This design comes from an exercise in tuning for small area, a short achievable clock period and few clock cycles per item on the open sky130 flow, not from production work. At most, simulation tests tie the RTL to the original design; equivalence was not proved. Power and IR drop assume default switching activity.

== orange ==
Design ble_rx_deframer, start of the top module:
module ble_rx_deframer (
    input  wire        clk,
    input  wire        rst,             
    input  wire [31:0] cfg_aa,
    input  wire        cfg_phy2m,       
    input  wire [5:0]  cfg_channel,
    input  wire        cfg_whiten,
    input  wire [23:0] cfg_crc_init,
    input  wire        bit_valid,
    input  wire        bit_data,
    input  wire        bit_last,
    output wire        bit_ready,
    output reg         pdu_valid,
    output wire [7:0]  pdu_data,
    output wire        res_valid,
    output wire [11:0] res_flags,
    output wire [15:0] res_sync_pos,
    output wire [31:0] res_aa,
    output wire [15:0] res_hdr,
    output wire [7:0]  res_pdu_len,
    output wire [23:0] res_crc,
    output wire [23:0] res_crc_rx,
    output wire [15:0] res_nbits
);
For scale: about 760 cells after synthesis, ~210 flip-flops, roughly 230 I/O pins, roughly 0.0088 mm2 of cells after synthesis.
clock: 8.5 ns
lec_check: 0
cap_margin: 20
core_margin: 2
core_utilization: 40
place_density: 0.6
slew_margin: 20
standard.sh (not shown) runs the stock make flow with config.mk's settings and CLKGATE_MAP_FILE= SYNTH_SCRIPT=/design/flow/synth_recipe.tcl, a recipe that flattens the netlist after the stock synthesis.
==> flow/flow/run.sh <==
#!/bin/bash
# Standard ORFS layout (the standard.sh) with: plain buf_1 cells as the
# port buffers, a larger setup margin for the resizer's timing repair, and a
# clock tree of clkbuf_8 buffers without dummy loads.
set -euo pipefail
cd "$(dirname "${BASH_SOURCE[0]}")/.."
export BUFFER_PORTS_ARGS="-buffer_cell sky130_fd_sc_hd__buf_1"
export SETUP_SLACK_MARGIN=5.6
export CTS_ARGS="-sink_clustering_enable -repair_clock_nets -dont_use_dummy_load -buf_list sky130_fd_sc_hd__clkbuf_8 -sink_clustering_size 16 -sink_clustering_max_diameter 60"
bash standard.sh > standard.log 2>&1
The final layout from orange, which completed every stage, passed the timing, design-rule and antenna checks at the end of the flow.
Testbench counts of orange, summed over its fixed seeds: cycles 147,147, bits 146,743.
What purple does differently from orange at the input level:
diff --git a/flow/design.v b/flow/design.v
--- a/flow/design.v
+++ b/flow/design.v
@@ -85,30 +85,28 @@
     reg         ev, hitr, synced, frozen;
     reg  [23:0] crc, sr;
     reg  [6:0]  wh;
     reg  [2:0]  bitcnt;
     reg         hb;
     reg  [7:0]  bc;
     reg         p_hdr, p_pay, p_crc, done;    
     reg         mism, fin;
     reg         rv_r, ge32_r, full_r;
     reg         u;                            
     reg  [4:0]  psum;                         
-    reg         rst_d;                        
-    reg         o_nsyn, o_f9, o_f8, o_hv, o_ok;  
     assign bit_ready = ready_r;
     wire take_in = bit_valid & ready_r;
     wire take = take_in;
     wire data = bit_data;
     wire last = bit_last;
-    wire synced_any = synced | (hitr & ~rst_d);
+    wire synced_any = synced | hitr;
     wire hdr_valid  = ~p_hdr;
     wire clr        = fin & ~done;
     assign res_valid = rv_r;
     wire start = rst | rv_r;
     wire full = full_r | (nbits[5] & (nbits[4] | (nbits[3] & ~phy_r)));
     wire [4:0] aa_ge;
     ble_sync_correlator u_corr (
         .window ({hist[31:1], d0}),
         .aa     (aa_r),
         .ge     (aa_ge)
     );
@@ -140,34 +138,24 @@
     wire [7:0] len = {hist[33], hist[34], hist[35], hist[36], hist[37], hist[38], hist[39], hist[40]};
     wire bc_eq    = (bc == len);
     wire bc_2     = (bc == 8'd2);
     wire in_pdu   = p_hdr | (p_pay & ~bc_eq);
     wire shift_en = (take | clr) & ~frozen & ~(hitr & nv);
     wire up_en    = synced_any ? ((fbit & p_hdr) | (clr & ~hdr_valid)) : shift_en;
     wire done_next = done | (byte_end & p_crc & bc_2);
     wire crc_fb  = crc[23] ^ dbit;
     wire crc_run = fbit & in_pdu;
     wire crc_sin = clr ? 1'b0 : (crc_run ? crc_fb : crc[23]);
     wire crc_tap = crc_run & crc_fb;
-    wire synced_n = ~start & synced_any;
-    wire done_n   = ~start & done_next;
-    wire p_hdr_n  = start | (p_hdr & ~(byte_end & hb));
-    wire mism_n   = (start | ~synced_any) ? 1'b0 :
-                    (fbit & ~in_pdu) ? (mism | (crc[23] ^ dbit)) : mism;
     always @(posedge clk) begin
         aa_r  <= cfg_aa;
-        o_nsyn <= ~synced_n;
-        o_f9   <= ~synced_n | done_n;
-        o_f8   <= ~(synced_n & done_n);
-        o_hv   <= ~p_hdr_n;
-        o_ok   <= done_n & ~mism_n;
         phy_r <= cfg_phy2m;
         wht_r <= cfg_whiten;
         if (rst)
             ready_r <= 1'b1;
         else if (take_in & bit_last)
             ready_r <= 1'b0;
         else if (res_valid)
             ready_r <= 1'b1;
         nv <= take & ~rst;
         l0 <= take & last & ~rst;
         if (take | clr)
@@ -179,35 +167,37 @@
             hist[33]    <= synced_any ? sin : hist[32];
             hdr15       <= hist[47];
         end
         nbits  <= start ? 16'd0 : nbits_inc;
         u      <= ~start & (u ^ take);
         ge32_r <= ~start & ge32;
         full_r <= ~start & full;
         if (start | take)
             psum <= start ? 5'd0 : psum_adj;
         pos    <= (start | (clr & ~synced_any)) ? 16'd0 : pos_inc;
         ev     <= ~start & nv & full & ~synced_any;
-        hitr   <= nv & full & ~synced_any & hit;
-        rst_d  <= rst;
-        synced <= synced_n;
+        hitr   <= ~start & nv & full & ~synced_any & hit;
+        synced <= ~start & synced_any;
         frozen <= ~start & (frozen | (synced_any & (take | clr | (hitr & nv))));
         if (~synced_any)
             wh <= {1'b1, cfg_channel};
         else if (fbit)
             wh <= {wh[5:0], wh[6] ^ wh[3]};
         if (~synced_any & ~clr)
             crc <= cfg_crc_init;
         else if (fbit | clr)
             crc <= {crc[22:0], crc_sin} ^ ({24{crc_tap}} & 24'h00065A);
-        mism <= mism_n;
+        if (start | ~synced_any)
+            mism <= 1'b0;
+        else if (fbit & ~in_pdu)
+            mism <= mism | (crc[23] ^ dbit);
         if (fbit | clr)
             sr <= {sin, sr[23:1]};
         pdu_valid <= ~start & byte_end & in_pdu;
         if (start) begin
             p_hdr <= 1'b1;
             p_pay <= 1'b0;
             p_crc <= 1'b0;
             done  <= 1'b0;
         end else if (byte_end) begin
             if (p_hdr & hb) begin
                 p_hdr <= 1'b0;
@@ -238,31 +228,33 @@
         if (start | ~synced_any)
             hb <= 1'b0;
         else if (byte_end)
             hb <= 1'b1;
         rv_r <= ~start & ((((take & last) | (nv & l0 & ~done)) & done_next) |
                           (clr & (bc[2:0] == 3'd6) & (bitcnt == 3'd6)));
         if (start)
             fin <= 1'b0;
         else if (nv & l0 & ~done)
             fin <= 1'b1;
     end
+    wire crc_ok = done & ~mism;
+    wire [3:0] exit_st = ~synced ? 4'd7 : (done ? 4'd10 : 4'd9);
     genvar g;
     generate
         for (g = 0; g < 32; g = g + 1) begin : g_aa
             assign res_aa[g] = hist[32 - g];
         end
         for (g = 1; g < 16; g = g + 1) begin : g_hdr
             assign res_hdr[g] = hist[48 - g];
         end
         for (g = 0; g < 24; g = g + 1) begin : g_crc
             assign res_crc[g] = crc[23 - g];
         end
     endgenerate
     assign res_hdr[0]   = hdr15;
-    assign res_flags    = {synced, o_nsyn, o_f9, o_f8, 4'b0000, o_hv, synced, o_ok, o_ok};
+    assign res_flags    = {exit_st, 4'b0000, hdr_valid, synced, crc_ok, crc_ok};
     assign res_sync_pos = pos;
     assign res_pdu_len  = done ? len : {6'd0, hdr_valid, 1'b0};
     assign res_crc_rx   = sr;
     assign res_nbits    = nbits;
     assign pdu_data     = sr[23:16];
 endmodule
[summary]
- purple: PASS, flow complete, no timing, DRC or antenna violations
- Diff orange -> purple: simple-gate portion of the synthesized area shows an increase of 0.69 points; non-clock buffering overhead in the final layout saw an increase; number of clock sinks dropped about 3%; clock power increased by about 0.9% relative to the old numbers.
- Delta (purple minus orange): per-instance average area after synthesis went down 0.37%, peak supply drop went up 0.000038 V.
- Compared purple against orange; power drawn by the sequential cells within noise.
- The first-pass GRT wire length in purple sits 1.2% above the value recorded for orange.
- In the flow results for orange and purple, the compound-gate portion of the synthesized area is smaller on purple.
- Horizontal die dimension essentially unchanged between purple and orange.
- Summary: with orange as the reference, power in purple moved down slightly.
Testbench counts of purple, summed over its fixed seeds: cycles 147,147, bits 146,743.

========
Setup of lane 1:
The RTL this note starts from:
==> flow/design.v <==
module ble_sync_correlator (
    input  wire [31:0] window,    
    input  wire [31:0] aa,
    output wire [4:0]  ge
);
    wire [31:0] d;
    genvar k;
    generate
        for (k = 0; k < 32; k = k + 1) begin : g_d
            assign d[k] = window[k] ^ aa[31 - k];
        end
    endgenerate
    wire [1:0] p [0:15];
    generate
        for (k = 0; k < 16; k = k + 1) begin : g_p
            assign p[k] = {d[2*k] & d[2*k+1], d[2*k] | d[2*k+1]};
        end
    endgenerate
    wire [3:0] q [0:7];
    generate
        for (k = 0; k < 8; k = k + 1) begin : g_q
            ble_therm_merge #(.W(2)) u_m (.a({3'd0, p[2*k]}), .b({3'd0, p[2*k+1]}), .c(q[k]));
        end
    endgenerate
    wire [4:0] o [0:3];
    generate
        for (k = 0; k < 4; k = k + 1) begin : g_o
            ble_therm_merge #(.W(5)) u_m (.a({1'b0, q[2*k]}), .b({1'b0, q[2*k+1]}), .c(o[k]));
        end
    endgenerate
    wire [4:0] h0, h1;
    ble_therm_merge #(.W(5)) u_h0 (.a(o[0]), .b(o[1]), .c(h0));
    ble_therm_merge #(.W(5)) u_h1 (.a(o[2]), .b(o[3]), .c(h1));
    ble_therm_merge #(.W(5)) u_t  (.a(h0), .b(h1), .c(ge));
endmodule
module ble_therm_merge #(parameter W = 5) (
    input  wire [4:0]   a,
    input  wire [4:0]   b,
    output wire [W-1:0] c
);
    wire [5:0] ax = {a, 1'b1};    
    wire [5:0] bx = {b, 1'b1};
    genvar n, i;
    generate
        for (n = 1; n <= W; n = n + 1) begin : g_n
            wire [n:0] t;
            for (i = 0; i <= n; i = i + 1) begin : g_i
                assign t[i] = ax[i] & bx[n - i];
            end
            assign c[n-1] = |t;
        end
    endgenerate
endmodule
module ble_rx_deframer (
    input  wire        clk,
    input  wire        rst,             
    input  wire [31:0] cfg_aa,
    input  wire        cfg_phy2m,       
    input  wire [5:0]  cfg_channel,
    input  wire        cfg_whiten,
    input  wire [23:0] cfg_crc_init,
    input  wire        bit_valid,
    input  wire        bit_data,
    input  wire        bit_last,
    output wire        bit_ready,
    output reg         pdu_valid,
    output wire [7:0]  pdu_data,
    output wire        res_valid,
    output wire [11:0] res_flags,
    output wire [15:0] res_sync_pos,
    output wire [31:0] res_aa,
    output wire [15:0] res_hdr,
    output wire [7:0]  res_pdu_len,
    output wire [23:0] res_crc,
    output wire [23:0] res_crc_rx,
    output wire [15:0] res_nbits
);
    reg         ready_r;
    reg         take, data, last;             
    reg         rst_r;                        
    reg  [46:0] hist;                         
    reg         hdr15;
    reg  [31:0] aa_r;
    reg         phy_r, wht_r;
    reg  [15:0] nbits, pos;
    reg         ev, hitr, synced;
    reg  [23:0] crc, sr;
    reg  [6:0]  wh;
    reg  [2:0]  bitcnt;
    reg         hb;
    reg  [7:0]  bc;
    reg         p_hdr, p_pay, p_crc, done;    
    reg         mism, fin;
    reg         rv_r, ge32_r, full_r;
    reg         u;                            
    reg  [4:0]  psum;                         
    reg         o_nsyn, o_f9, o_f8, o_hv, o_ok;  
    reg  [7:0]  o_plen;                       
    assign bit_ready = ready_r;
    wire take_in = bit_valid & ready_r;
    wire synced_any = synced | hitr;
    wire hdr_valid  = ~p_hdr;
    wire clr        = fin & ~done;
    assign res_valid = rv_r;
    wire start = rst_r | rv_r;
    wire full = full_r | (nbits[5] & (nbits[4] | (nbits[3] & ~phy_r)));
    wire [4:0] aa_ge;
    ble_sync_correlator u_corr (
        .window ({hist[30:0], data}),
        .aa     (aa_r),
        .ge     (aa_ge)
    );
    wire       ge32   = ge32_r | nbits[5];
    wire       e_in   = (hist[30] ^ ~u) & ge32;
    wire       e_out  = ((phy_r ? hist[46] : hist[38]) ^ ~u) & full;
    wire       q      = aa_r[0] ^ ~u;
    wire [4:0] lpre   = phy_r ? 5'd16 : 5'd8;
    wire [4:0] pm     = q ? (lpre - psum) : psum;
    wire       hit    = (pm == 5'd0) ? ~aa_ge[4] :
                        (pm == 5'd1) ? ~aa_ge[3] :
                        (pm == 5'd2) ? ~aa_ge[2] :
                        (pm == 5'd3) ? ~aa_ge[1] :
                        (pm == 5'd4) ? ~aa_ge[0] : 1'b0;
    wire [4:0] psum_adj = (e_in & ~e_out) ? psum + 5'd1 :
                          (~e_in & e_out) ? psum - 5'd1 : psum;
    wire        nb_inc = take & ~last;
    wire        ps_inc = ev & ~hitr;
    wire [15:0] nbits_inc, pos_inc;
    genvar gi;
    generate
        for (gi = 0; gi < 16; gi = gi + 1) begin : g_cnt
            assign nbits_inc[gi] = nbits[gi] ^ (nb_inc & ((gi == 0) | &nbits[(gi > 0 ? gi - 1 : 0):0]));
            assign pos_inc[gi]   = pos[gi] ^ (ps_inc & ((gi == 0) | &pos[(gi > 0 ? gi - 1 : 0):0]));
        end
    endgenerate
    wire fbit     = take & synced_any & ~done;
    wire dbit     = data ^ (wht_r & wh[0]);
    wire sin      = dbit & ~clr;
    wire byte_end = fbit & (bitcnt == 3'd7);
    wire [7:0] len = {hist[32], hist[33], hist[34], hist[35], hist[36], hist[37], hist[38], hist[39]};
    wire bc_eq    = (bc == len);
    wire bc_2     = (bc == 8'd2);
    wire in_pdu   = p_hdr | (p_pay & ~bc_eq);
    wire lastbit  = take & last & ~done;      
    wire shift_en = (take | clr) & ~synced_any;
    wire up_en    = synced_any ? ((fbit & p_hdr) | (clr & ~hdr_valid)) : shift_en;
    wire done_next = done | (byte_end & p_crc & bc_2);
    wire crc_fb  = crc[23] ^ dbit;
    wire crc_run = fbit & in_pdu;
    wire crc_sin = clr ? 1'b0 : (crc_run ? crc_fb : crc[23]);
    wire crc_tap = crc_run & crc_fb;
    wire synced_n = ~start & synced_any;
    wire done_n   = ~start & done_next;
    wire p_hdr_n  = start | (p_hdr & ~(byte_end & hb));
    wire mism_n   = (start | ~synced_any) ? 1'b0 :
                    (fbit & ~in_pdu) ? (mism | (crc[23] ^ dbit)) : mism;
    always @(posedge clk) begin
        aa_r   <= cfg_aa;
        phy_r  <= cfg_phy2m;
        wht_r  <= cfg_whiten;
        o_nsyn <= ~synced_n;
        o_f9   <= ~synced_n | done_n;
        o_f8   <= ~(synced_n & done_n);
        o_hv   <= ~p_hdr_n;
        o_ok   <= done_n & ~mism_n;
        o_plen <= done_n ? len : {6'd0, ~p_hdr_n, 1'b0};
        if (rst)
            ready_r <= 1'b1;
        else if (take_in & bit_last)
            ready_r <= 1'b0;
        else if (res_valid)
            ready_r <= 1'b1;
        take  <= take_in & ~rst;
        data  <= bit_data;
        last  <= bit_last;
        rst_r <= rst;
        if (shift_en)
            hist[31:0] <= {hist[30:0], data & ~clr};
        if (up_en) begin
            hist[46:33] <= hist[45:32];
            hist[32]    <= synced_any ? sin : hist[31];
            hdr15       <= hist[46];
        end
        nbits  <= start ? 16'd1 : nbits_inc;
        u      <= ~start & (u ^ take);
        ge32_r <= ~start & ge32;
        full_r <= ~start & full;
        if (start | take)
            psum <= start ? 5'd0 : psum_adj;
        pos    <= (start | (clr & ~synced_any)) ? 16'd0 : pos_inc;
        ev     <= ~start & take & full & ~synced_any;
        hitr   <= ~start & take & full & ~synced_any & hit;
        synced <= synced_n;
        if (~synced_any)
            wh <= {1'b1, cfg_channel};
        else if (fbit)
            wh <= {wh[5:0], wh[6] ^ wh[3]};
        if (~synced_any & ~clr)
            crc <= cfg_crc_init;
        else if (fbit | clr)
            crc <= {crc[22:0], crc_sin} ^ ({24{crc_tap}} & 24'h00065A);
        mism <= mism_n;
        if (fbit | clr)
            sr <= {sin, sr[23:1]};
        pdu_valid <= ~rst & ~start & byte_end & in_pdu;
        if (start) begin
            p_hdr <= 1'b1;
            p_pay <= 1'b0;
            p_crc <= 1'b0;
            done  <= 1'b0;
        end else if (byte_end) begin
            if (p_hdr & hb) begin
                p_hdr <= 1'b0;
                p_pay <= 1'b1;
            end
            if (p_pay & bc_eq) begin
                p_pay <= 1'b0;
                p_crc <= 1'b1;
            end
            if (p_crc & bc_2) begin
                p_crc <= 1'b0;
                done  <= 1'b1;
            end
        end
        if (start | lastbit) begin
            bitcnt <= 3'd0;
            bc     <= 8'd0;
        end else if (clr) begin
            {bc[2:0], bitcnt} <= {bc[2:0], bitcnt} + 6'd1;
        end else if (~synced_any) begin
            bitcnt <= 3'd0;
            bc     <= 8'd0;
        end else if (fbit) begin
            bitcnt <= bitcnt + 3'd1;
            if (byte_end & ~p_hdr)
                bc <= (p_pay & bc_eq) ? 8'd1 : bc + 8'd1;
        end
        if (start | ~synced_any)
            hb <= 1'b0;
        else if (byte_end)
            hb <= 1'b1;
        rv_r <= ~rst & ~start & ((((take_in & bit_last) | lastbit) & done_next) |
                                 (clr & (bc[2:0] == 3'd6) & (bitcnt == 3'd6)));
        if (start)
            fin <= 1'b0;
        else if (lastbit)
            fin <= 1'b1;
    end
    genvar g;
    generate
        for (g = 0; g < 32; g = g + 1) begin : g_aa
            assign res_aa[g] = hist[31 - g];
        end
        for (g = 1; g < 16; g = g + 1) begin : g_hdr
            assign res_hdr[g] = hist[47 - g];
        end
        for (g = 0; g < 24; g = g + 1) begin : g_crc
            assign res_crc[g] = crc[23 - g];
        end
    endgenerate
    assign res_hdr[0]   = hdr15;
    assign res_flags    = {synced, o_nsyn, o_f9, o_f8, 4'b0000, o_hv, synced, o_ok, o_ok};
    assign res_sync_pos = pos;
    assign res_pdu_len  = o_plen;
    assign res_crc_rx   = sr;
    assign res_nbits    = nbits;
    assign pdu_data     = sr[23:16];
endmodule
export LEC_CHECK = 0
export CAP_MARGIN = 20
export CORE_MARGIN = 2
export CORE_UTILIZATION = 60
export PLACE_DENSITY = 0.75
export SLEW_MARGIN = 20
create_clock -name core_clock -period 8.5 [get_ports {clk}]
==> flow/flow/run.sh <==
#!/bin/bash
# Standard ORFS layout (the standard.sh) with: plain buf_1 cells as the
# port buffers, a larger setup margin for the resizer's timing repair, and a
# clock tree of clkbuf_8 buffers without dummy loads.
set -euo pipefail
cd "$(dirname "${BASH_SOURCE[0]}")/.."
export BUFFER_PORTS_ARGS="-buffer_cell sky130_fd_sc_hd__buf_1"
export SETUP_SLACK_MARGIN=5.55
export CTS_ARGS="-sink_clustering_enable -repair_clock_nets -dont_use_dummy_load -buf_list sky130_fd_sc_hd__clkbuf_8 -sink_clustering_size 16 -sink_clustering_max_diameter 60 -root_buf sky130_fd_sc_hd__clkbuf_16 -distance_between_buffers 1000 -branching_point_buffers_distance 1000"
bash standard.sh > standard.log 2>&1
In summary, lane 1 completed successfully, with a layout that passed the timing, design-rule and antenna checks.
Testbench counts of lane 1, summed over its fixed seeds: cycles 147,147, bits 146,743.
## Diff of input files: lane 2 against lane 1
--- a/flow/design.v
+++ b/flow/design.v
@@ -93,11 +93,10 @@
     reg         mism, fin;
     reg         rv_r, ge32_r, full_r;
     reg         u;                            
     reg  [4:0]  psum;                         
     reg         o_nsyn, o_f9, o_f8, o_hv, o_ok;  
-    reg  [7:0]  o_plen;                       
     assign bit_ready = ready_r;
     wire take_in = bit_valid & ready_r;
     wire synced_any = synced | hitr;
     wire hdr_valid  = ~p_hdr;
     wire clr        = fin & ~done;
@@ -161,11 +160,10 @@
         o_nsyn <= ~synced_n;
         o_f9   <= ~synced_n | done_n;
         o_f8   <= ~(synced_n & done_n);
         o_hv   <= ~p_hdr_n;
         o_ok   <= done_n & ~mism_n;
-        o_plen <= done_n ? len : {6'd0, ~p_hdr_n, 1'b0};
         if (rst)
             ready_r <= 1'b1;
         else if (take_in & bit_last)
             ready_r <= 1'b0;
         else if (res_valid)
@@ -259,10 +257,10 @@
         end
     endgenerate
     assign res_hdr[0]   = hdr15;
     assign res_flags    = {synced, o_nsyn, o_f9, o_f8, 4'b0000, o_hv, synced, o_ok, o_ok};
     assign res_sync_pos = pos;
-    assign res_pdu_len  = o_plen;
+    assign res_pdu_len  = done ? len : {6'd0, hdr_valid, 1'b0};
     assign res_crc_rx   = sr;
     assign res_nbits    = nbits;
     assign pdu_data     = sr[23:16];
 endmodule
--- outcome ---
- Lane 2 ended with more proportion of power drawn by the clock network than lane 1.
- [compare] base=lane 1 new=lane 2: power per cell area saw a decrease; final standard cell area without fillers saw a decrease; synthesized cell count saw a decrease; core footprint saw a decrease.
- Synthesis left lane 2 with fewer flip-flops than lane 1.
- Diff lane 1 and lane 2: total met3 wirelength after detailed routing lower in lane 2
- For the final standard cell utilization of the core, lane 2 came in 0.30 points higher than lane 1 did.
- Comparing lane 1 and lane 2, the lower multi-input gate area in the final layout is on lane 2.
- Most crowded layer after global routing: met2 -> lane 2, met1 -> lane 1
- A worst setup path startpoint of hist[33]$_DFFE_PP_ is what lane 2 shows, while hist[38]$_DFFE_PP_ belongs to lane 1.
- The run with more routed wire is lane 2, not lane 1.
The RTL of lane 2 was laid out without a check of its function.

afterwards: timing with drivers on the ports:
How much do the figures lean on ideal ports? The routed layouts below were timed once more, with nothing changed but the port constraints. Step 1 (the two cells are an assumption about what drives the block):
set clk [get_ports {clk}]
set_driving_cell -lib_cell sky130_fd_sc_hd__clkbuf_16 $clk
set_driving_cell -lib_cell sky130_fd_sc_hd__buf_2 [delete_from_list [all_inputs] $clk]
Step 2 adds t to the input delays and takes it off the output delays; t is the mean of the earliest and latest rising clock arrival at the registers after step 1. Input paths then give back, and output paths get back, about the clock's delay inside the block. a / b / c = no drivers / after step 1 / after step 2; a / b = the first two.
run | t (ns) | setup slack, ns | pins driven straight from the clock port
orange | 0.547 | 5.534 / 5.491 / 5.168 | 1
purple | 0.559 | 5.494 / 5.453 / 5.056 | 1
lane 1 | 0.493 | 5.642 / 5.601 / 5.820 | 1
lane 2 | 0.480 | 5.582 / 5.538 / 5.812 | 1
After both steps every run listed still meets setup and hold. The setup slack of purple, which loses most, moves by -0.041 ns with the drivers and by -0.438 ns with both steps.
